From an optimization exercise on the open Yosys and OpenROAD flow, aimed at small area, a short achievable clock period and few clock cycles per item; shortcuts taken in it are not production practice. In this exercise RTL edits were held to simulation tests only and were not proved equivalent to the original. Power and IR drop assume default switching activity.

File: flow/design.v
module sds_sa1 (
    input  wire [11:0] t,
    input  wire [12:0] e,
    input  wire        en,
    output wire [11:0] y
);
    wire [17:0] n1;
    ad_bk18 u_n1 (.a({2'b00, t, 4'b0111}), .b({{5{e[12]}}, e}), .ci(~e[12]), .s(n1));
    wire ov = ~n1[17] & (n1[16] | (&n1[15:8] & |n1[7:4]));
    wire ng = n1[17];
    wire keep = ~en;
    wire pass = en & ~ng & ~ov;
    assign y[11:4] = ({8{keep}} & t[11:4]) | ({8{pass}} & n1[15:8]) | {8{en & ov}};
    assign y[3:0]  = ({4{keep}} & t[3:0])  | ({4{pass}} & n1[7:4]);
endmodule
module sds_sa3 (
    input  wire [11:0] t,
    input  wire [12:0] e,
    input  wire        en,
    output wire [11:0] y
);
    wire [17:0] n1 = {2'b00, t, 4'b0111} ^ {{4{e[12]}}, e, 1'b0} ^ {{5{e[12]}}, e};
    wire [17:0] n2 = {(({2'b00, t, 4'b0111} & {{4{e[12]}}, e, 1'b0}) | ({2'b00, t, 4'b0111} & {{5{e[12]}}, e}) | ({{4{e[12]}}, e, 1'b0} & {{5{e[12]}}, e}))} << 1;
    wire [17:0] n3;
    ad_bk18 u_n3 (.a(n1), .b(n2), .ci(~e[12]), .s(n3));
    wire ov = ~n3[17] & (n3[16] | (&n3[15:8] & |n3[7:4]));
    wire ng = n3[17];
    wire keep = ~en;
    wire pass = en & ~ng & ~ov;
    assign y[11:4] = ({8{keep}} & t[11:4]) | ({8{pass}} & n3[15:8]) | {8{en & ov}};
    assign y[3:0]  = ({4{keep}} & t[3:0])  | ({4{pass}} & n3[7:4]);
endmodule
module sds_sa5 (
    input  wire [11:0] t,
    input  wire [12:0] e,
    input  wire        en,
    output wire [11:0] y
);
    wire [17:0] n1 = {2'b00, t, 4'b0111} ^ {{3{e[12]}}, e, 2'b00} ^ {{5{e[12]}}, e};
    wire [17:0] n2 = {(({2'b00, t, 4'b0111} & {{3{e[12]}}, e, 2'b00}) | ({2'b00, t, 4'b0111} & {{5{e[12]}}, e}) | ({{3{e[12]}}, e, 2'b00} & {{5{e[12]}}, e}))} << 1;
    wire [17:0] n3;
    ad_bk18 u_n3 (.a(n1), .b(n2), .ci(~e[12]), .s(n3));
    wire ov = ~n3[17] & (n3[16] | (&n3[15:8] & |n3[7:4]));
    wire ng = n3[17];
    wire keep = ~en;
    wire pass = en & ~ng & ~ov;
    assign y[11:4] = ({8{keep}} & t[11:4]) | ({8{pass}} & n3[15:8]) | {8{en & ov}};
    assign y[3:0]  = ({4{keep}} & t[3:0])  | ({4{pass}} & n3[7:4]);
endmodule
module sds_sa7 (
    input  wire [11:0] t,
    input  wire [12:0] e,
    input  wire        en,
    output wire [11:0] y
);
    wire [17:0] n1 = {2'b00, t, 4'b1000} ^ {{2{e[12]}}, e, 3'b000} ^ ~{{5{e[12]}}, e};
    wire [17:0] n2 = {(({2'b00, t, 4'b1000} & {{2{e[12]}}, e, 3'b000}) | ({2'b00, t, 4'b1000} & ~{{5{e[12]}}, e}) | ({{2{e[12]}}, e, 3'b000} & ~{{5{e[12]}}, e}))} << 1;
    wire [17:0] n3;
    ad_sk18 u_n3 (.a(n1), .b(n2), .ci(~e[12]), .s(n3));
    wire [17:0] n4 = n1 ^ n2 ^ 18'd196848;
    wire [17:0] n5 = {((n1 & n2) | (n1 & 18'd196848) | (n2 & 18'd196848))} << 1;
    wire zc;
    cy_sk17 u_zc (.a(n4[16:0]), .b(n5[16:0]), .ci(~e[12]), .co(zc));
    wire ov = ~(n4[17] ^ n5[17] ^ zc);
    wire ng = n3[17];
    wire keep = ~en;
    wire pass = en & ~ng & ~ov;
    assign y[11:4] = ({8{keep}} & t[11:4]) | ({8{pass}} & n3[15:8]) | {8{en & ov}};
    assign y[3:0]  = ({4{keep}} & t[3:0])  | ({4{pass}} & n3[7:4]);
endmodule
module ad_bk18 (input [17:0] a, input [17:0] b, input ci, output [17:0] s);
  wire [17:0] p0 = a ^ b;
  wire [17:0] g0 = a & b;
  wire g1_1 = g0[1] | (p0[1] & (g0[0] | (p0[0] & ci)));
  wire g1_3 = g0[3] | (p0[3] & g0[2]);
  wire p1_3 = p0[3] & p0[2];
  wire g1_5 = g0[5] | (p0[5] & g0[4]);
  wire p1_5 = p0[5] & p0[4];
  wire g1_7 = g0[7] | (p0[7] & g0[6]);
  wire p1_7 = p0[7] & p0[6];
  wire g1_9 = g0[9] | (p0[9] & g0[8]);
  wire p1_9 = p0[9] & p0[8];
  wire g1_11 = g0[11] | (p0[11] & g0[10]);
  wire p1_11 = p0[11] & p0[10];
  wire g1_13 = g0[13] | (p0[13] & g0[12]);
  wire p1_13 = p0[13] & p0[12];
  wire g1_15 = g0[15] | (p0[15] & g0[14]);
  wire p1_15 = p0[15] & p0[14];
  wire g1_17 = g0[17] | (p0[17] & g0[16]);
  wire p1_17 = p0[17] & p0[16];
  wire g2_3 = g1_3 | (p1_3 & g1_1);
  wire g2_7 = g1_7 | (p1_7 & g1_5);
  wire p2_7 = p1_7 & p1_5;
  wire g2_11 = g1_11 | (p1_11 & g1_9);
  wire p2_11 = p1_11 & p1_9;
  wire g2_15 = g1_15 | (p1_15 & g1_13);
  wire p2_15 = p1_15 & p1_13;
  wire g3_7 = g2_7 | (p2_7 & g2_3);
  wire g3_15 = g2_15 | (p2_15 & g2_11);
  wire p3_15 = p2_15 & p2_11;
  wire g4_15 = g3_15 | (p3_15 & g3_7);
  wire g5_11 = g2_11 | (p2_11 & g3_7);
  wire g6_5 = g1_5 | (p1_5 & g2_3);
  wire g6_9 = g1_9 | (p1_9 & g3_7);
  wire g6_13 = g1_13 | (p1_13 & g5_11);
  wire g6_17 = g1_17 | (p1_17 & g4_15);
  wire g7_2 = g0[2] | (p0[2] & g1_1);
  wire g7_4 = g0[4] | (p0[4] & g2_3);
  wire g7_6 = g0[6] | (p0[6] & g6_5);
  wire g7_8 = g0[8] | (p0[8] & g3_7);
  wire g7_10 = g0[10] | (p0[10] & g6_9);
  wire g7_12 = g0[12] | (p0[12] & g5_11);
  wire g7_14 = g0[14] | (p0[14] & g6_13);
  wire g7_16 = g0[16] | (p0[16] & g4_15);
  assign s[0] = p0[0] ^ ci;
  assign s[1] = p0[1] ^ (g0[0] | (p0[0] & ci));
  assign s[2] = p0[2] ^ g1_1;
  assign s[3] = p0[3] ^ g7_2;
  assign s[4] = p0[4] ^ g2_3;
  assign s[5] = p0[5] ^ g7_4;
  assign s[6] = p0[6] ^ g6_5;
  assign s[7] = p0[7] ^ g7_6;
  assign s[8] = p0[8] ^ g3_7;
  assign s[9] = p0[9] ^ g7_8;
  assign s[10] = p0[10] ^ g6_9;
  assign s[11] = p0[11] ^ g7_10;
  assign s[12] = p0[12] ^ g5_11;
  assign s[13] = p0[13] ^ g7_12;
  assign s[14] = p0[14] ^ g6_13;
  assign s[15] = p0[15] ^ g7_14;
  assign s[16] = p0[16] ^ g4_15;
  assign s[17] = p0[17] ^ g7_16;
endmodule
module ad_sk18 (input [17:0] a, input [17:0] b, input ci, output [17:0] s);
  wire [17:0] p0 = a ^ b;
  wire [17:0] g0 = a & b;
  wire g1_1 = g0[1] | (p0[1] & (g0[0] | (p0[0] & ci)));
  wire g1_3 = g0[3] | (p0[3] & g0[2]);
  wire p1_3 = p0[3] & p0[2];
  wire g1_5 = g0[5] | (p0[5] & g0[4]);
  wire p1_5 = p0[5] & p0[4];
  wire g1_7 = g0[7] | (p0[7] & g0[6]);
  wire p1_7 = p0[7] & p0[6];
  wire g1_9 = g0[9] | (p0[9] & g0[8]);
  wire p1_9 = p0[9] & p0[8];
  wire g1_11 = g0[11] | (p0[11] & g0[10]);
  wire p1_11 = p0[11] & p0[10];
  wire g1_13 = g0[13] | (p0[13] & g0[12]);
  wire p1_13 = p0[13] & p0[12];
  wire g1_15 = g0[15] | (p0[15] & g0[14]);
  wire p1_15 = p0[15] & p0[14];
  wire g1_17 = g0[17] | (p0[17] & g0[16]);
  wire p1_17 = p0[17] & p0[16];
  wire g2_2 = g0[2] | (p0[2] & g1_1);
  wire g2_3 = g1_3 | (p1_3 & g1_1);
  wire g2_6 = g0[6] | (p0[6] & g1_5);
  wire p2_6 = p0[6] & p1_5;
  wire g2_7 = g1_7 | (p1_7 & g1_5);
  wire p2_7 = p1_7 & p1_5;
  wire g2_10 = g0[10] | (p0[10] & g1_9);
  wire p2_10 = p0[10] & p1_9;
  wire g2_11 = g1_11 | (p1_11 & g1_9);
  wire p2_11 = p1_11 & p1_9;
  wire g2_14 = g0[14] | (p0[14] & g1_13);
  wire p2_14 = p0[14] & p1_13;
  wire g2_15 = g1_15 | (p1_15 & g1_13);
  wire p2_15 = p1_15 & p1_13;
  wire g3_4 = g0[4] | (p0[4] & g2_3);
  wire g3_5 = g1_5 | (p1_5 & g2_3);
  wire g3_6 = g2_6 | (p2_6 & g2_3);
  wire g3_7 = g2_7 | (p2_7 & g2_3);
  wire g3_12 = g0[12] | (p0[12] & g2_11);
  wire p3_12 = p0[12] & p2_11;
  wire g3_13 = g1_13 | (p1_13 & g2_11);
  wire p3_13 = p1_13 & p2_11;
  wire g3_14 = g2_14 | (p2_14 & g2_11);
  wire p3_14 = p2_14 & p2_11;
  wire g3_15 = g2_15 | (p2_15 & g2_11);
  wire p3_15 = p2_15 & p2_11;
  wire g4_8 = g0[8] | (p0[8] & g3_7);
  wire g4_9 = g1_9 | (p1_9 & g3_7);
  wire g4_10 = g2_10 | (p2_10 & g3_7);
  wire g4_11 = g2_11 | (p2_11 & g3_7);
  wire g4_12 = g3_12 | (p3_12 & g3_7);
  wire g4_13 = g3_13 | (p3_13 & g3_7);
  wire g4_14 = g3_14 | (p3_14 & g3_7);
  wire g4_15 = g3_15 | (p3_15 & g3_7);
  wire g5_16 = g0[16] | (p0[16] & g4_15);
  wire g5_17 = g1_17 | (p1_17 & g4_15);
  assign s[0] = p0[0] ^ ci;
  assign s[1] = p0[1] ^ (g0[0] | (p0[0] & ci));
  assign s[2] = p0[2] ^ g1_1;
  assign s[3] = p0[3] ^ g2_2;
  assign s[4] = p0[4] ^ g2_3;
  assign s[5] = p0[5] ^ g3_4;
  assign s[6] = p0[6] ^ g3_5;
  assign s[7] = p0[7] ^ g3_6;
  assign s[8] = p0[8] ^ g3_7;
  assign s[9] = p0[9] ^ g4_8;
  assign s[10] = p0[10] ^ g4_9;
  assign s[11] = p0[11] ^ g4_10;
  assign s[12] = p0[12] ^ g4_11;
  assign s[13] = p0[13] ^ g4_12;
  assign s[14] = p0[14] ^ g4_13;
  assign s[15] = p0[15] ^ g4_14;
  assign s[16] = p0[16] ^ g4_15;
  assign s[17] = p0[17] ^ g5_16;
endmodule
module cy_sk17 (input [16:0] a, input [16:0] b, input ci, output co);
  wire t0_0g = (a[1] & b[1]) | ((a[1] | b[1]) & ((a[0] & b[0]) | ((a[0] | b[0]) & ci)));
  wire t0_2g = (a[3] & b[3]) | ((a[3] | b[3]) & (a[2] & b[2]));
  wire t0_2p = (a[3] | b[3]) & (a[2] | b[2]);
  wire t0_4g = (a[5] & b[5]) | ((a[5] | b[5]) & (a[4] & b[4]));
  wire t0_4p = (a[5] | b[5]) & (a[4] | b[4]);
  wire t0_6g = (a[7] & b[7]) | ((a[7] | b[7]) & (a[6] & b[6]));
  wire t0_6p = (a[7] | b[7]) & (a[6] | b[6]);
  wire t0_8g = (a[9] & b[9]) | ((a[9] | b[9]) & (a[8] & b[8]));
  wire t0_8p = (a[9] | b[9]) & (a[8] | b[8]);
  wire t0_10g = (a[11] & b[11]) | ((a[11] | b[11]) & (a[10] & b[10]));
  wire t0_10p = (a[11] | b[11]) & (a[10] | b[10]);
  wire t0_12g = (a[13] & b[13]) | ((a[13] | b[13]) & (a[12] & b[12]));
  wire t0_12p = (a[13] | b[13]) & (a[12] | b[12]);
  wire t0_14g = (a[15] & b[15]) | ((a[15] | b[15]) & (a[14] & b[14]));
  wire t0_14p = (a[15] | b[15]) & (a[14] | b[14]);
  wire t1_0g = t0_2g | (t0_2p & t0_0g);
  wire t1_2g = t0_6g | (t0_6p & t0_4g);
  wire t1_2p = t0_6p & t0_4p;
  wire t1_4g = t0_10g | (t0_10p & t0_8g);
  wire t1_4p = t0_10p & t0_8p;
  wire t1_6g = t0_14g | (t0_14p & t0_12g);
  wire t1_6p = t0_14p & t0_12p;
  wire t2_0g = t1_2g | (t1_2p & t1_0g);
  wire t2_2g = t1_6g | (t1_6p & t1_4g);
  wire t2_2p = t1_6p & t1_4p;
  wire t3_0g = t2_2g | (t2_2p & t2_0g);
  wire t4_0g = (a[16] & b[16]) | ((a[16] | b[16]) & t3_0g);
  assign co = t4_0g;
endmodule
module ad_sk22 (input [21:0] a, input [21:0] b, input ci, output [21:0] s);
  wire [21:0] p0 = a ^ b;
  wire [21:0] g0 = a & b;
  wire g1_1 = g0[1] | (p0[1] & (g0[0] | (p0[0] & ci)));
  wire g1_3 = g0[3] | (p0[3] & g0[2]);
  wire p1_3 = p0[3] & p0[2];
  wire g1_5 = g0[5] | (p0[5] & g0[4]);
  wire p1_5 = p0[5] & p0[4];
  wire g1_7 = g0[7] | (p0[7] & g0[6]);
  wire p1_7 = p0[7] & p0[6];
  wire g1_9 = g0[9] | (p0[9] & g0[8]);
  wire p1_9 = p0[9] & p0[8];
  wire g1_11 = g0[11] | (p0[11] & g0[10]);
  wire p1_11 = p0[11] & p0[10];
  wire g1_13 = g0[13] | (p0[13] & g0[12]);
  wire p1_13 = p0[13] & p0[12];
  wire g1_15 = g0[15] | (p0[15] & g0[14]);
  wire p1_15 = p0[15] & p0[14];
  wire g1_17 = g0[17] | (p0[17] & g0[16]);
  wire p1_17 = p0[17] & p0[16];
  wire g1_19 = g0[19] | (p0[19] & g0[18]);
  wire p1_19 = p0[19] & p0[18];
  wire g1_21 = g0[21] | (p0[21] & g0[20]);
  wire p1_21 = p0[21] & p0[20];
  wire g2_2 = g0[2] | (p0[2] & g1_1);
  wire g2_3 = g1_3 | (p1_3 & g1_1);
  wire g2_6 = g0[6] | (p0[6] & g1_5);
  wire p2_6 = p0[6] & p1_5;
  wire g2_7 = g1_7 | (p1_7 & g1_5);
  wire p2_7 = p1_7 & p1_5;
  wire g2_10 = g0[10] | (p0[10] & g1_9);
  wire p2_10 = p0[10] & p1_9;
  wire g2_11 = g1_11 | (p1_11 & g1_9);
  wire p2_11 = p1_11 & p1_9;
  wire g2_14 = g0[14] | (p0[14] & g1_13);
  wire p2_14 = p0[14] & p1_13;
  wire g2_15 = g1_15 | (p1_15 & g1_13);
  wire p2_15 = p1_15 & p1_13;
  wire g2_18 = g0[18] | (p0[18] & g1_17);
  wire p2_18 = p0[18] & p1_17;
  wire g2_19 = g1_19 | (p1_19 & g1_17);
  wire p2_19 = p1_19 & p1_17;
  wire g3_4 = g0[4] | (p0[4] & g2_3);
  wire g3_5 = g1_5 | (p1_5 & g2_3);
  wire g3_6 = g2_6 | (p2_6 & g2_3);
  wire g3_7 = g2_7 | (p2_7 & g2_3);
  wire g3_12 = g0[12] | (p0[12] & g2_11);
  wire p3_12 = p0[12] & p2_11;
  wire g3_13 = g1_13 | (p1_13 & g2_11);
  wire p3_13 = p1_13 & p2_11;
  wire g3_14 = g2_14 | (p2_14 & g2_11);
  wire p3_14 = p2_14 & p2_11;
  wire g3_15 = g2_15 | (p2_15 & g2_11);
  wire p3_15 = p2_15 & p2_11;
  wire g3_20 = g0[20] | (p0[20] & g2_19);
  wire p3_20 = p0[20] & p2_19;
  wire g3_21 = g1_21 | (p1_21 & g2_19);
  wire p3_21 = p1_21 & p2_19;
  wire g4_8 = g0[8] | (p0[8] & g3_7);
  wire g4_9 = g1_9 | (p1_9 & g3_7);
  wire g4_10 = g2_10 | (p2_10 & g3_7);
  wire g4_11 = g2_11 | (p2_11 & g3_7);
  wire g4_12 = g3_12 | (p3_12 & g3_7);
  wire g4_13 = g3_13 | (p3_13 & g3_7);
  wire g4_14 = g3_14 | (p3_14 & g3_7);
  wire g4_15 = g3_15 | (p3_15 & g3_7);
  wire g5_16 = g0[16] | (p0[16] & g4_15);
  wire g5_17 = g1_17 | (p1_17 & g4_15);
  wire g5_18 = g2_18 | (p2_18 & g4_15);
  wire g5_19 = g2_19 | (p2_19 & g4_15);
  wire g5_20 = g3_20 | (p3_20 & g4_15);
  wire g5_21 = g3_21 | (p3_21 & g4_15);
  assign s[0] = p0[0] ^ ci;
  assign s[1] = p0[1] ^ (g0[0] | (p0[0] & ci));
  assign s[2] = p0[2] ^ g1_1;
  assign s[3] = p0[3] ^ g2_2;
  assign s[4] = p0[4] ^ g2_3;
  assign s[5] = p0[5] ^ g3_4;
  assign s[6] = p0[6] ^ g3_5;
  assign s[7] = p0[7] ^ g3_6;
  assign s[8] = p0[8] ^ g3_7;
  assign s[9] = p0[9] ^ g4_8;
  assign s[10] = p0[10] ^ g4_9;
  assign s[11] = p0[11] ^ g4_10;
  assign s[12] = p0[12] ^ g4_11;
  assign s[13] = p0[13] ^ g4_12;
  assign s[14] = p0[14] ^ g4_13;
  assign s[15] = p0[15] ^ g4_14;
  assign s[16] = p0[16] ^ g4_15;
  assign s[17] = p0[17] ^ g5_16;
  assign s[18] = p0[18] ^ g5_17;
  assign s[19] = p0[19] ^ g5_18;
  assign s[20] = p0[20] ^ g5_19;
  assign s[21] = p0[21] ^ g5_20;
endmodule
module ge_rc22 (input [21:0] a, input [21:0] b, output ge);
  wire [22:0] c; assign c[0] = 1'b1;
  genvar i;
  generate for (i = 0; i < 22; i = i + 1) begin : g
    assign c[i+1] = (a[i] & ~b[i]) | (c[i] & (a[i] | ~b[i]));
  end endgenerate
  assign ge = c[22];
endmodule
module ad_sk9 (input [8:0] a, input [8:0] b, input ci, output [8:0] s);
  wire [8:0] p0 = a ^ b;
  wire [8:0] g0 = a & b;
  wire g1_1 = g0[1] | (p0[1] & (g0[0] | (p0[0] & ci)));
  wire g1_3 = g0[3] | (p0[3] & g0[2]);
  wire p1_3 = p0[3] & p0[2];
  wire g1_5 = g0[5] | (p0[5] & g0[4]);
  wire p1_5 = p0[5] & p0[4];
  wire g1_7 = g0[7] | (p0[7] & g0[6]);
  wire p1_7 = p0[7] & p0[6];
  wire g2_2 = g0[2] | (p0[2] & g1_1);
  wire g2_3 = g1_3 | (p1_3 & g1_1);
  wire g2_6 = g0[6] | (p0[6] & g1_5);
  wire p2_6 = p0[6] & p1_5;
  wire g2_7 = g1_7 | (p1_7 & g1_5);
  wire p2_7 = p1_7 & p1_5;
  wire g3_4 = g0[4] | (p0[4] & g2_3);
  wire g3_5 = g1_5 | (p1_5 & g2_3);
  wire g3_6 = g2_6 | (p2_6 & g2_3);
  wire g3_7 = g2_7 | (p2_7 & g2_3);
  wire g4_8 = g0[8] | (p0[8] & g3_7);
  assign s[0] = p0[0] ^ ci;
  assign s[1] = p0[1] ^ (g0[0] | (p0[0] & ci));
  assign s[2] = p0[2] ^ g1_1;
  assign s[3] = p0[3] ^ g2_2;
  assign s[4] = p0[4] ^ g2_3;
  assign s[5] = p0[5] ^ g3_4;
  assign s[6] = p0[6] ^ g3_5;
  assign s[7] = p0[7] ^ g3_6;
  assign s[8] = p0[8] ^ g3_7;
endmodule
module sds_nearest (
    input  wire [11:0] vr,
    input  wire [11:0] vg,
    input  wire [11:0] vb,
    output wire [2:0]  idx,
    output wire [12:0] er,
    output wire [12:0] eg,
    output wire [12:0] eb
);
    wire [21:0] n1 = {10'b0, vr} ^ {4'b0, vr, 6'b0} ^ {2'b0, ~vr, 8'b0};
    wire [21:0] n2 = {(({10'b0, vr} & {4'b0, vr, 6'b0}) | ({10'b0, vr} & {2'b0, ~vr, 8'b0}) | ({4'b0, vr, 6'b0} & {2'b0, ~vr, 8'b0}))} << 1;
    wire [21:0] n3 = n1 ^ n2 ^ 22'd512280;
    wire [21:0] n4 = {((n1 & n2) | (n1 & 22'd512280) | (n2 & 22'd512280))} << 1;
    wire [21:0] n5;
    ad_sk22 u_n5 (.a(n3), .b(n4), .ci(1'b0), .s(n5));
    wire [21:0] h0 = n5;
    wire [21:0] n6 = {4'b0, vr, 6'b0} ^ {10'b0, ~vg} ^ {2'b0, vg, 8'b0};
    wire [21:0] n7 = {(({4'b0, vr, 6'b0} & {10'b0, ~vg}) | ({4'b0, vr, 6'b0} & {2'b0, vg, 8'b0}) | ({10'b0, ~vg} & {2'b0, vg, 8'b0}))} << 1;
    wire [21:0] n8 = {10'b0, ~vb} ^ {2'b0, vb, 8'b0} ^ 22'd4186114;
    wire [21:0] n9 = {(({10'b0, ~vb} & {2'b0, vb, 8'b0}) | ({10'b0, ~vb} & 22'd4186114) | ({2'b0, vb, 8'b0} & 22'd4186114))} << 1;
    wire [21:0] n10 = n6 ^ n7 ^ n8;
    wire [21:0] n11 = {((n6 & n7) | (n6 & n8) | (n7 & n8))} << 1;
    wire [21:0] n12 = n10 ^ n11 ^ n9;
    wire [21:0] n13 = {((n10 & n11) | (n10 & n9) | (n11 & n9))} << 1;
    wire [21:0] n14;
    ad_sk22 u_n14 (.a(n12), .b(n13), .ci(1'b0), .s(n14));
    wire [21:0] h1 = n14;
    wire [21:0] n15 = {8'b0, vr, 2'b0} ^ {3'b0, ~vr, 7'b0} ^ {9'b0, vg, 1'b0};
    wire [21:0] n16 = {(({8'b0, vr, 2'b0} & {3'b0, ~vr, 7'b0}) | ({8'b0, vr, 2'b0} & {9'b0, vg, 1'b0}) | ({3'b0, ~vr, 7'b0} & {9'b0, vg, 1'b0}))} << 1;
    wire [21:0] n17 = {7'b0, vg, 3'b0} ^ {3'b0, vg, 7'b0} ^ {8'b0, ~vb, 2'b0};
    wire [21:0] n18 = {(({7'b0, vg, 3'b0} & {3'b0, vg, 7'b0}) | ({7'b0, vg, 3'b0} & {8'b0, ~vb, 2'b0}) | ({3'b0, vg, 7'b0} & {8'b0, ~vb, 2'b0}))} << 1;
    wire [21:0] n19 = n15 ^ n16 ^ n17;
    wire [21:0] n20 = {((n15 & n16) | (n15 & n17) | (n16 & n17))} << 1;
    wire [21:0] n21 = n18 ^ {5'b0, vb, 5'b0} ^ 22'd825524;
    wire [21:0] n22 = {((n18 & {5'b0, vb, 5'b0}) | (n18 & 22'd825524) | ({5'b0, vb, 5'b0} & 22'd825524))} << 1;
    wire [21:0] n23 = n19 ^ n20 ^ n21;
    wire [21:0] n24 = {((n19 & n20) | (n19 & n21) | (n20 & n21))} << 1;
    wire [21:0] n25 = n23 ^ n24 ^ n22;
    wire [21:0] n26 = {((n23 & n24) | (n23 & n22) | (n24 & n22))} << 1;
    wire [21:0] n27;
    ad_sk22 u_n27 (.a(n25), .b(n26), .ci(1'b0), .s(n27));
    wire [21:0] h2 = n27;
    wire [21:0] n28 = {10'b0, vr} ^ {8'b0, vr, 2'b0} ^ {5'b0, vr, 5'b0};
    wire [21:0] n29 = {(({10'b0, vr} & {8'b0, vr, 2'b0}) | ({10'b0, vr} & {5'b0, vr, 5'b0}) | ({8'b0, vr, 2'b0} & {5'b0, vr, 5'b0}))} << 1;
    wire [21:0] n30 = {3'b0, ~vr, 7'b0} ^ {4'b0, vg, 6'b0} ^ {10'b0, ~vb};
    wire [21:0] n31 = {(({3'b0, ~vr, 7'b0} & {4'b0, vg, 6'b0}) | ({3'b0, ~vr, 7'b0} & {10'b0, ~vb}) | ({4'b0, vg, 6'b0} & {10'b0, ~vb}))} << 1;
    wire [21:0] n32 = n28 ^ n29 ^ n30;
    wire [21:0] n33 = {((n28 & n29) | (n28 & n30) | (n29 & n30))} << 1;
    wire [21:0] n34 = n31 ^ {2'b0, vb, 8'b0} ^ 22'd399377;
    wire [21:0] n35 = {((n31 & {2'b0, vb, 8'b0}) | (n31 & 22'd399377) | ({2'b0, vb, 8'b0} & 22'd399377))} << 1;
    wire [21:0] n36 = n32 ^ n33 ^ n34;
    wire [21:0] n37 = {((n32 & n33) | (n32 & n34) | (n33 & n34))} << 1;
    wire [21:0] n38 = n36 ^ n37 ^ n35;
    wire [21:0] n39 = {((n36 & n37) | (n36 & n35) | (n37 & n35))} << 1;
    wire [21:0] n40;
    ad_sk22 u_n40 (.a(n38), .b(n39), .ci(1'b0), .s(n40));
    wire [21:0] h3 = n40;
    wire [21:0] h4 = 22'd1268752;
    wire [21:0] n41 = {4'b0, vr, 6'b0} ^ {10'b0, ~vg} ^ {8'b0, vg, 2'b0};
    wire [21:0] n42 = {(({4'b0, vr, 6'b0} & {10'b0, ~vg}) | ({4'b0, vr, 6'b0} & {8'b0, vg, 2'b0}) | ({10'b0, ~vg} & {8'b0, vg, 2'b0}))} << 1;
    wire [21:0] n43 = {6'b0, ~vg, 4'b0} ^ {2'b0, vg, 8'b0} ^ {7'b0, ~vb, 3'b0};
    wire [21:0] n44 = {(({6'b0, ~vg, 4'b0} & {2'b0, vg, 8'b0}) | ({6'b0, ~vg, 4'b0} & {7'b0, ~vb, 3'b0}) | ({2'b0, vg, 8'b0} & {7'b0, ~vb, 3'b0}))} << 1;
    wire [21:0] n45 = n41 ^ n42 ^ n43;
    wire [21:0] n46 = {((n41 & n42) | (n41 & n43) | (n42 & n43))} << 1;
    wire [21:0] n47 = n44 ^ {4'b0, vb, 6'b0} ^ 22'd440545;
    wire [21:0] n48 = {((n44 & {4'b0, vb, 6'b0}) | (n44 & 22'd440545) | ({4'b0, vb, 6'b0} & 22'd440545))} << 1;
    wire [21:0] n49 = n45 ^ n46 ^ n47;
    wire [21:0] n50 = {((n45 & n46) | (n45 & n47) | (n46 & n47))} << 1;
    wire [21:0] n51 = n49 ^ n50 ^ n48;
    wire [21:0] n52 = {((n49 & n50) | (n49 & n48) | (n50 & n48))} << 1;
    wire [21:0] n53;
    ad_sk22 u_n53 (.a(n51), .b(n52), .ci(1'b0), .s(n53));
    wire [21:0] h5 = n53;
    wire [21:0] n54 = {10'b0, vr} ^ {7'b0, vr, 3'b0} ^ {5'b0, vr, 5'b0};
    wire [21:0] n55 = {(({10'b0, vr} & {7'b0, vr, 3'b0}) | ({10'b0, vr} & {5'b0, vr, 5'b0}) | ({7'b0, vr, 3'b0} & {5'b0, vr, 5'b0}))} << 1;
    wire [21:0] n56 = {9'b0, ~vg, 1'b0} ^ {3'b0, vg, 7'b0} ^ 22'd994810;
    wire [21:0] n57 = {(({9'b0, ~vg, 1'b0} & {3'b0, vg, 7'b0}) | ({9'b0, ~vg, 1'b0} & 22'd994810) | ({3'b0, vg, 7'b0} & 22'd994810))} << 1;
    wire [21:0] n58 = n54 ^ n55 ^ n56;
    wire [21:0] n59 = {((n54 & n55) | (n54 & n56) | (n55 & n56))} << 1;
    wire [21:0] n60 = n58 ^ n59 ^ n57;
    wire [21:0] n61 = {((n58 & n59) | (n58 & n57) | (n59 & n57))} << 1;
    wire [21:0] n62;
    ad_sk22 u_n62 (.a(n60), .b(n61), .ci(1'b0), .s(n62));
    wire [21:0] h6 = n62;
    wire [21:0] n63 = {10'b0, ~vr} ^ {8'b0, vr, 2'b0} ^ {8'b0, vg, 2'b0};
    wire [21:0] n64 = {(({10'b0, ~vr} & {8'b0, vr, 2'b0}) | ({10'b0, ~vr} & {8'b0, vg, 2'b0}) | ({8'b0, vr, 2'b0} & {8'b0, vg, 2'b0}))} << 1;
    wire [21:0] n65 = {5'b0, vg, 5'b0} ^ {3'b0, vg, 7'b0} ^ {8'b0, vb, 2'b0};
    wire [21:0] n66 = {(({5'b0, vg, 5'b0} & {3'b0, vg, 7'b0}) | ({5'b0, vg, 5'b0} & {8'b0, vb, 2'b0}) | ({3'b0, vg, 7'b0} & {8'b0, vb, 2'b0}))} << 1;
    wire [21:0] n67 = {6'b0, ~vb, 4'b0} ^ {2'b0, vb, 8'b0} ^ 22'd498441;
    wire [21:0] n68 = {(({6'b0, ~vb, 4'b0} & {2'b0, vb, 8'b0}) | ({6'b0, ~vb, 4'b0} & 22'd498441) | ({2'b0, vb, 8'b0} & 22'd498441))} << 1;
    wire [21:0] n69 = n63 ^ n64 ^ n65;
    wire [21:0] n70 = {((n63 & n64) | (n63 & n65) | (n64 & n65))} << 1;
    wire [21:0] n71 = n66 ^ n67 ^ n68;
    wire [21:0] n72 = {((n66 & n67) | (n66 & n68) | (n67 & n68))} << 1;
    wire [21:0] n73 = n69 ^ n70 ^ n71;
    wire [21:0] n74 = {((n69 & n70) | (n69 & n71) | (n70 & n71))} << 1;
    wire [21:0] n75 = n73 ^ n74 ^ n72;
    wire [21:0] n76 = {((n73 & n74) | (n73 & n72) | (n74 & n72))} << 1;
    wire [21:0] n77;
    ad_sk22 u_n77 (.a(n75), .b(n76), .ci(1'b0), .s(n77));
    wire [21:0] h7 = n77;
    wire ge02;
    ge_rc22 u_ge02 (.a(h0), .b(h2), .ge(ge02));
    wire ge03;
    ge_rc22 u_ge03 (.a(h0), .b(h3), .ge(ge03));
    wire ge04;
    ge_rc22 u_ge04 (.a(h0), .b(h4), .ge(ge04));
    wire ge15;
    ge_rc22 u_ge15 (.a(h1), .b(h5), .ge(ge15));
    wire ge17;
    ge_rc22 u_ge17 (.a(h1), .b(h7), .ge(ge17));
    wire ge23;
    ge_rc22 u_ge23 (.a(h2), .b(h3), .ge(ge23));
    wire ge24;
    ge_rc22 u_ge24 (.a(h2), .b(h4), .ge(ge24));
    wire ge25;
    ge_rc22 u_ge25 (.a(h2), .b(h5), .ge(ge25));
    wire ge26;
    ge_rc22 u_ge26 (.a(h2), .b(h6), .ge(ge26));
    wire ge27;
    ge_rc22 u_ge27 (.a(h2), .b(h7), .ge(ge27));
    wire ge34;
    ge_rc22 u_ge34 (.a(h3), .b(h4), .ge(ge34));
    wire ge36;
    ge_rc22 u_ge36 (.a(h3), .b(h6), .ge(ge36));
    wire ge37;
    ge_rc22 u_ge37 (.a(h3), .b(h7), .ge(ge37));
    wire ge46;
    ge_rc22 u_ge46 (.a(h4), .b(h6), .ge(ge46));
    wire ge47;
    ge_rc22 u_ge47 (.a(h4), .b(h7), .ge(ge47));
    wire ge56;
    ge_rc22 u_ge56 (.a(h5), .b(h6), .ge(ge56));
    wire ge57;
    ge_rc22 u_ge57 (.a(h5), .b(h7), .ge(ge57));
    wire ge67;
    ge_rc22 u_ge67 (.a(h6), .b(h7), .ge(ge67));
    wire w0 = ge02 & ge03 & ge04;
    wire w1 = ge15 & ge17;
    wire w2 = ~ge02 & ge23 & ge24 & ge25 & ge26 & ge27;
    wire w3 = ~ge03 & ~ge23 & ge34 & ge36 & ge37;
    wire w4 = ~ge04 & ~ge24 & ~ge34 & ge46 & ge47;
    wire w5 = ~ge15 & ~ge25 & ge56 & ge57;
    wire w6 = ~ge26 & ~ge36 & ~ge46 & ~ge56 & ge67;
    wire w7 = ~ge17 & ~ge27 & ~ge37 & ~ge47 & ~ge57 & ~ge67;
    assign idx = {w4 | w5 | w6 | w7, w2 | w3 | w6 | w7, w1 | w3 | w5 | w7};
    wire [7:0] pr = ({8{w1}} & 8'd255) | ({8{w2}} & 8'd67) | ({8{w3}} & 8'd100) | ({8{w4}} & 8'd191) | ({8{w5}} & 8'd255) | ({8{w6}} & 8'd232) | ({8{w7}} & 8'd194);
    wire [8:0] n78;
    ad_sk9 u_n78 (.a({1'b0, vr[11:4]}), .b(~{1'b0, pr}), .ci(1'b1), .s(n78));
    assign er = {n78, vr[3:0]};
    wire [7:0] pg = ({8{w1}} & 8'd255) | ({8{w2}} & 8'd138) | ({8{w3}} & 8'd64) | ({8{w5}} & 8'd243) | ({8{w6}} & 8'd126) | ({8{w7}} & 8'd164);
    wire [8:0] n79;
    ad_sk9 u_n79 (.a({1'b0, vg[11:4]}), .b(~{1'b0, pg}), .ci(1'b1), .s(n79));
    assign eg = {n79, vg[3:0]};
    wire [7:0] pb = ({8{w1}} & 8'd255) | ({8{w2}} & 8'd28) | ({8{w3}} & 8'd255) | ({8{w5}} & 8'd56) | ({8{w7}} & 8'd244);
    wire [8:0] n80;
    ad_sk9 u_n80 (.a({1'b0, vb[11:4]}), .b(~{1'b0, pb}), .ci(1'b1), .s(n80));
    assign eb = {n80, vb[3:0]};
endmodule
module sds_dither (
    input  wire        clk,
    input  wire        rst,
    input  wire        start,
    input  wire [6:0]  cfg_width,
    input  wire [8:0]  cfg_height,
    output reg         busy,
    output reg         geom_err,
    input  wire        in_valid,
    output reg         in_ready,
    input  wire [23:0] in_rgb,
    output reg         out_valid,
    input  wire        out_ready,
    output reg  [2:0]  out_idx
);
    localparam integer MAX_W = 64;
    localparam integer MAX_H = 480;
    localparam integer CAP   = 6;       
    localparam integer EW    = 39;      
    reg        run;            
    reg [6:0]  w;              
    reg [8:0]  h;
    reg        vi;             
    reg [23:0] rgb_q;
    reg [5:0]  px;             
    reg [8:0]  py;
    reg        vb;             
    reg        xb0;            
    reg        ph1, ph2;       
    reg [2:0]  nfl;            
    reg        pop_q;
    reg        st;             
    wire w_lo0   = ~|cfg_width[5:0];
    wire w_ok    = cfg_width[6] ? w_lo0 : ~w_lo0;
    wire h_ok    = (|cfg_height) & ~(&cfg_height[8:5] & |cfg_height[4:0]);
    wire geom_ok = w_ok & h_ok;
    wire go      = start & geom_ok;                  
    wire idle_in = ~run & ~vi & ~st;                 
    wire slow      = (w < 7'd3);                     
    wire px_last   = ({1'b0, px} == w - 7'd1);
    wire px_penult = ({1'b0, px} == w - 7'd2);
    wire py_last   = (py == h - 9'd1);
    wire py_penult = (py == h - 9'd2);
    wire last_in   = vi ? ((px_penult & py_last) | ((w == 7'd1) & py_penult))
                        : (px_last & py_last);
    wire [2:0] nf  = nfl + {2'b0, vi} - {2'b0, pop_q};
    wire room      = ({1'b0, nf} + {3'b0, in_ready} + 4'd1) <= CAP;
    wire last_out  = ~run & (nf == 3'd1);
    wire rdy_v1    = run & ~(in_ready & last_in) & room & ~(slow & (in_ready | vi));
    wire rdy_v0    = run & room & ~(slow & vi);
    wire run_v1    = run & ~(in_ready & last_in);
    always @(posedge clk) begin
        rgb_q <= in_rgb;
        if (idle_in) begin                           
            w <= cfg_width;
            h <= cfg_height;
        end
        if (rst) begin
            run      <= 1'b0;
            busy     <= 1'b0;
            geom_err <= 1'b0;
            in_ready <= 1'b0;
            vi       <= 1'b0;
            vb       <= 1'b0;
            ph1      <= 1'b0;
            ph2      <= 1'b0;
            nfl      <= 3'd0;
            pop_q    <= 1'b0;
            st       <= 1'b0;
        end else begin
            if (busy) begin
                run      <= st | (in_valid ? run_v1 : run);
                busy     <= ~(out_ready & out_valid & last_out);
                in_ready <= st | (in_valid ? rdy_v1 : rdy_v0);
                st       <= 1'b0;
            end else begin
                busy     <= go;
                st       <= go;
                if (start)
                    geom_err <= ~geom_ok;
            end
            vi       <= in_valid & in_ready;
            vb       <= vi;
            ph1      <= vi & slow & px_last;
            ph2      <= ph1 & (w == 7'd1);
            nfl      <= nf;
            pop_q    <= out_valid & out_ready;
        end
        if (idle_in) begin
            px <= 6'd0;
            py <= 9'd0;
        end else if (vi) begin
            if (px_last) begin
                px <= 6'd0;
                py <= py + 9'd1;
            end else begin
                px <= px + 6'd1;
            end
        end
        xb0 <= (px == 6'd0);
    end
    wire shift = vi | ph1 | ph2;
    wire [EW-1:0] e_cur;             
    reg  [EW-1:0] sr0, sr1;          
    reg  [EW-1:0] t_u, t_ul;         
    reg  [30*EW-1:0] seg30;
    reg  [16*EW-1:0] seg16;
    reg  [8*EW-1:0]  seg8;
    reg  [4*EW-1:0]  seg4;
    reg  [2*EW-1:0]  seg2;
    reg  [EW-1:0]    seg1;
    wire [6:0] weff = slow ? 7'd3 : w;
    wire [5:0] m    = weff[5:0] - 6'd3;
    wire       u30  = (m >= 6'd30);
    wire [4:0] mr   = u30 ? (m - 6'd30) : m[4:0];
    wire [EW-1:0] o30 = u30   ? seg30[30*EW-1 -: EW] : sr1;
    wire [EW-1:0] o16 = mr[4] ? seg16[16*EW-1 -: EW] : o30;
    wire [EW-1:0] o8  = mr[3] ? seg8[8*EW-1 -: EW]   : o16;
    wire [EW-1:0] o4  = mr[2] ? seg4[4*EW-1 -: EW]   : o8;
    wire [EW-1:0] o2  = mr[1] ? seg2[2*EW-1 -: EW]   : o4;
    wire [EW-1:0] t_ur = mr[0] ? seg1 : o2;
    always @(posedge clk) begin
        if (shift | vb)
            sr0 <= e_cur;
        if (shift)
            sr1 <= vb ? e_cur : sr0;
        if (shift) begin
            seg30 <= {seg30[29*EW-1:0], sr1};
            seg16 <= {seg16[15*EW-1:0], o30};
            seg8  <= {seg8[7*EW-1:0],   o16};
            seg4  <= {seg4[3*EW-1:0],   o8};
            seg2  <= {seg2[EW-1:0],     o4};
            seg1  <= o2;
            t_u   <= t_ur;
            t_ul  <= t_u;
        end
    end
    wire up   = (py != 9'd0);
    wire m_ul = up & (px != 6'd0);
    wire m_u  = up;
    wire m_ur = up & ~px_last;
    reg  [35:0] a3_q;
    wire [35:0] a3;
    genvar c;
    generate
        for (c = 0; c < 3; c = c + 1) begin : g_a
            localparam integer PB = 16 - 8 * c;
            localparam integer EB = 26 - 13 * c;
            localparam integer VB = 24 - 12 * c;
            wire [11:0] t1, t2;
            sds_sa1 u_s1 (.t({rgb_q[PB +: 8], 4'b0000}), .e(t_ul[EB +: 13]), .en(m_ul), .y(t1));
            sds_sa5 u_s5 (.t(t1), .e(t_u[EB +: 13]),  .en(m_u),  .y(t2));
            sds_sa3 u_s3 (.t(t2), .e(t_ur[EB +: 13]), .en(m_ur), .y(a3[VB +: 12]));
        end
    endgenerate
    always @(posedge clk)
        a3_q <= a3;
    wire [35:0] v;
    generate
        for (c = 0; c < 3; c = c + 1) begin : g_b
            localparam integer EB = 26 - 13 * c;
            localparam integer VB = 24 - 12 * c;
            sds_sa7 u_s7 (.t(a3_q[VB +: 12]), .e(sr1[EB +: 13]), .en(~xb0), .y(v[VB +: 12]));
        end
    endgenerate
    wire [2:0] k;
    wire signed [12:0] er, eg, eb;
    sds_nearest u_nearest (
        .vr(v[35:24]), .vg(v[23:12]), .vb(v[11:0]),
        .idx(k),
        .er(er), .eg(eg), .eb(eb)
    );
    assign e_cur = {er, eg, eb};
    reg [2:0] fq0, fq1, fq2, fq3, fq4;
    reg [2:0] wp, rp;
    reg [2:0] fc;
    wire       fq_any  = (fc != 3'd0);
    wire [2:0] fq_head = (rp == 3'd0) ? fq0 : (rp == 3'd1) ? fq1 : (rp == 3'd2) ? fq2 :
                         (rp == 3'd3) ? fq3 : fq4;
    wire [2:0] rp_nx   = (rp == 3'd4) ? 3'd0 : rp + 3'd1;
    wire [2:0] wp_nx   = (wp == 3'd4) ? 3'd0 : wp + 3'd1;
    wire       ofree   = ~out_valid | out_ready;
    always @(posedge clk) begin
        if (vb) begin
            case (wp)
                3'd0: fq0 <= k;
                3'd1: fq1 <= k;
                3'd2: fq2 <= k;
                3'd3: fq3 <= k;
                default: fq4 <= k;
            endcase
        end
        if (rst) begin
            out_valid <= 1'b0;
            wp <= 3'd0;
            rp <= 3'd0;
            fc <= 3'd0;
        end else begin
            if (vb)
                wp <= wp_nx;
            if (ofree) begin
                out_valid <= fq_any;
                out_idx   <= fq_head;
                if (fq_any)
                    rp <= rp_nx;
                fc <= fc + {2'b0, vb} - {2'b0, fq_any};
            end else begin
                fc <= fc + {2'b0, vb};
            end
        end
    end
endmodule
File: flow/flow/run.sh
#!/bin/bash
# Layout flow: the standard ORFS layout (standard.sh), with two changes to
# how the layout is made:
#  - port buffers are buf_4 cells instead of the resizer's default pick;
#  - clock tree: larger sink clusters and no dummy loads.
# Each step's full output goes to orfs/logs as usual; standard.sh's own output
# goes to std.log in this folder.
set -euo pipefail
export BUFFER_PORTS_ARGS="-buffer_cell sky130_fd_sc_hd__buf_4"
export CTS_ARGS="-sink_clustering_enable -repair_clock_nets -dont_use_dummy_load -sink_clustering_size 26 -sink_clustering_max_diameter 150"
bash standard.sh > std.log 2>&1
File: flow/standard.sh
#!/bin/bash
# synth_recipe.tcl (not shown) runs the flow's synth.tcl, then flattens the netlist and writes it again
# the make line also repeats each setting of config.mk as NAME=value (left out here)
make -C /OpenROAD-flow-scripts/flow DESIGN_CONFIG=/design/flow/config.mk WORK_HOME=/design/flow/orfs CLKGATE_MAP_FILE= SYNTH_SCRIPT=/design/flow/synth_recipe.tcl "${@:-finish}"
File: flow/config.mk
export PLATFORM = sky130hd
export DESIGN_NAME = sds_dither
export DESIGN_NICKNAME = sds_dither
export VERILOG_FILES = /design/flow/design.v
export SDC_FILE = /design/flow/constraint.sdc
export NUM_CORES = 4
export LEC_CHECK = 0
export ABC_AREA = 1
export CAP_MARGIN = 20
export CORE_MARGIN = 2
export CORE_UTILIZATION = 40
export SLEW_MARGIN = 20
File: flow/constraint.sdc
create_clock -name core_clock -period 70.0 [get_ports {clk}]
set_input_delay 14.0000 -clock core_clock [delete_from_list [all_inputs] [get_ports {clk}]]
set_output_delay 14.0000 -clock core_clock [all_outputs]
set_load 0.01 [all_outputs]
==> qor.csv <==
stage,metric,value,unit
sta,Achievable Freq,65.4,MHz
pwr,power density over cell area,31.9,nW/um^2
critical_path,Worst path top cell family by delay,flip-flops,
sta,setup TNS,0,ns
clocking,clk sinks,2668,
logic_synthesis,"top cells by count, synth","edfxtp_1 (2569), inv_1 (1335), nand2_1 (1175)",
critical_path,R2R setup slack,56.53,ns
route,Pre-Repair DR Iteration Count,5,
critical_path,Startpoint Class,flop,
route,wire per inst,18.8,um
logic_synthesis,mean area per synthesized cell,14.6,um^2
layout,Fillers,25662,
clocking,CTS tree,built,
layout,Syn-to-layout area delta,7.32,%
logic_synthesis,Synth Area in Compound Gates,3.95,%
logic_synthesis,"Primary FF master, synth",edfxtp_1,
pwr,leakage,47.4,nW
critical_path,"Slowest-stage cell, CP",dfxtp_1,
sta,Worst Skew,0.149,ns
layout,Register Area,79100,um^2
critical_path,"Data required, critical path",56.00,ns
logic_synthesis,largest area contributor in the netlist,edfxtp_1,
critical_path,Setup CP Type,reg2out,
critical_path,Buf/Inv on CP,1,
die,Die Span Y,541,um
global_route,first-pass GRT wire length,343000,um
route,DRC viols,0,
logic_synthesis,largest family of logic cells by synthesized area,adder cells,
route,Met1 Routed Length,107000,um
die,Die X,541,um
route,ANT nets after route,0,
critical_path,Worst setup EP type,output pin,
sta,# setup viols final,0,
clocking,TritonCTS Buffers,113,
route,WL met3,9570,um
logic_synthesis,synthesized net count,9027,
logic_synthesis,Post-Synth Adder-Cell Area,14.2,%
route,Post-Route WL,224000,um
critical_path,CP Cell Sequence,buf_4,
logic_synthesis,Post-synth EDFFs,2569,
sta,RSZ-0062 raised after global routing,no,
clocking,post-CTS sizing,0,
critical_path,slowest cell delay on critical path,0.42,ns
placement,Final HPWL DP,155000,um
logic_synthesis,multiplexer share of the synthesized area,0.730,%
clocking,H-tree depth,3,
logic_synthesis,cell with the most instances after synthesis,edfxtp_1,
global_route,largest net degree at the start of global routing,209,
layout,area of the multi-input gates,31100,um^2
logic_synthesis,yosys warns,1,
global_route,vias in the first global route,57540,
outcome,status,no timing/DRC/antenna violations,
clocking,CTS Buffer Depth,3,
global_route,aggregate global-route resource usage,15.1,%
route,Vias per Instance,4.86,
clocking,hold_buf cts,0,
route,Vias,57869,
layout,share of post-route cells with drive strength above 1,6.06,%
critical_path,crit-path max FO,5,
clocking,clk slew on worst S/H paths,0.10,ns
clocking,worst-skew pair later-pin latency,0.81,ns
route,Routed met2 length,102000,um
logic_synthesis,synth top area cells,"edfxtp_1 (67%), fa_1 (7.8%), ha_1 (6.5%)",
worst_hold_path,min-delay worst type,reg2reg,
global_route,GR Overflow Total,0,
logic_synthesis,top cell type's share of synthesized area,66.8,%
global_route,initial antenna violation count,6,
placement,GPL Wtd Cong,0.885,
logic_synthesis,Post-Syn Area,116000,um^2
route,highest metal used,met5,
pwr,total power,3.95,mW
critical_path,Worst Path Arrival,1.28,ns
die,die area,293000,um^2
logic_synthesis,"Seq/Total Area, Yosys",68.5,%
sta,fin crit period,15.28,ns
sta,final worst-path cycle share,21.8,%
placement,IO buf count,51,
route,initial drt markers,4639,
logic_synthesis,asr flop ratio synth,0,%
layout,Nets,9213,
logic_synthesis,Synth Area in Simple Gates,6.63,%
logic_synthesis,Syn Inst Count,7936,
logic_synthesis,xor/xnor share of the synthesized area,1.32,%
logic_synthesis,Yosys reg bits,2668,
sta,worst slew pin tran,1.12,ns
sta,final hold violation count,0,
die,Initial Utilization,40.2,%
sta,"Slew Viols, Final",0,
pwr,maximum vdd drop,0.0289,mV
clocking,Root Buffer Master,clkbuf_16,
flow_run,Max Cap Viol,0,
clocking,Setup Buffers After CTS,0,
sta,Hold WS,0.331,ns
logic_synthesis,Yosys cell types,68,
layout,fin util,43.1,%
die,Ports,52,
die,Rows,197,
sta,Worst slew margin,24.6,%
die,Placeable Area,288000,um^2
cell usage in the layout (no fill, tap or decap), types with 135 or more instances in the layout:
cell / instances
a21oi_1: 158
edfxtp_1: 2569
nor2_1: 234
ha_1: 598
nand2_1: 1175
nand3_1: 208
buf_4: 135
o21ai_0: 192
inv_1: 1335
fa_1: 448
state kept, by name, indices dropped and copies added (netlist names), 9 cells and up:
signal and cells:
sr0 39, sr1 39, py 9, seg8 312, seg1 39, h 9, seg16 624, t_ul 39
seg30 1170, a3_q 36, t_u 39, rgb_q 24, seg4 156, seg2 78
metrics by stage:
step	setup WS (ns)	std cells	instance area (um^2)
after floorplan	23.84	7936	116000
after global placement	54.38	11788	121000
after detailed placement	54.42	11788	121000
after CTS	54.65	11901	124000
after global routing	54.64	11902	124000
final	54.72	11904	124000
cell families after synthesis:
kind of cell,Yosys count
buffers and inverters,1419
multiplexers,73
AO/OA/AOI/OAI,729
flip-flops,2668
XOR/XNOR,174
adder cells (fa/ha/maj),1046
AND/OR/NAND/NOR,1827
where the power goes:
group	total [mW]	switching [mW]	internal, mW
Clock	0.724	0.436	0.288
Sequential	1.78	0.00577	1.78
Combinational	1.45	0.960	0.485
Total	3.95	1.40	2.55
metal layers:
layer  vias to the layer above  GRT usage [%]
li1                      27520              -
met1                     29089           22.3
met2                      1019           23.7
met3                       239           1.90
met4                         2           3.47
met5                         -              0
path summary, 6_finish.rpt:
| kind | from | to | cells past startpoint |
|---|---|---|---|
| hold / removal | seg8[46]$_DFFE_PP_ | seg8[85]$_DFFE_PP_ | 0 |
| setup reg to reg | sr1[12]$_DFFE_PP_ | sr1[38]$_DFFE_PP_ | 69 |
| setup / recovery | busy$_SDFF_PP0_ | busy | 1 |
| hold reg to reg | seg8[46]$_DFFE_PP_ | seg8[85]$_DFFE_PP_ | 0 |
final cells by class:
cell class              count  share of cell area (%)
inverters                1347                    4.09
diodes                      3                 0.00605
clock buffers             113                    2.28
flip-flops and latches   2668                    63.8
multi-input cells        3849                    25.1
well taps                3781                    3.81
repair buffers            143                   0.904
Testbench counts, summed over its fixed seeds: cycles 60,960, pixels 60,672.

==> port drivers added, routing unchanged <==
How much do the figures lean on ideal ports? The routed layout below was timed once more, with nothing changed but the port constraints.
Step 1: set_driving_cell puts a clkbuf_16 on clk and a buf_2 on each other input, an assumption about the parent block.
Step 2, shift: input delay + t, output delay - t, t = (earliest + latest rising clock arrival at the registers) / 2. This alone moves slack from input paths to output paths.
a / b / c = no drivers / after step 1 / after step 2; a / b = the first two.
shift t [ns]: 0.844
setup slack, ns: 54.719 / 54.613 / 54.408
worst setup path after step 2: input to register
clock arrival spread, ns: 0.150 / 0.150
After both steps setup and hold are still met in this run. The setup slack of this run moves by -0.106 ns with the drivers and by -0.311 ns with both steps.
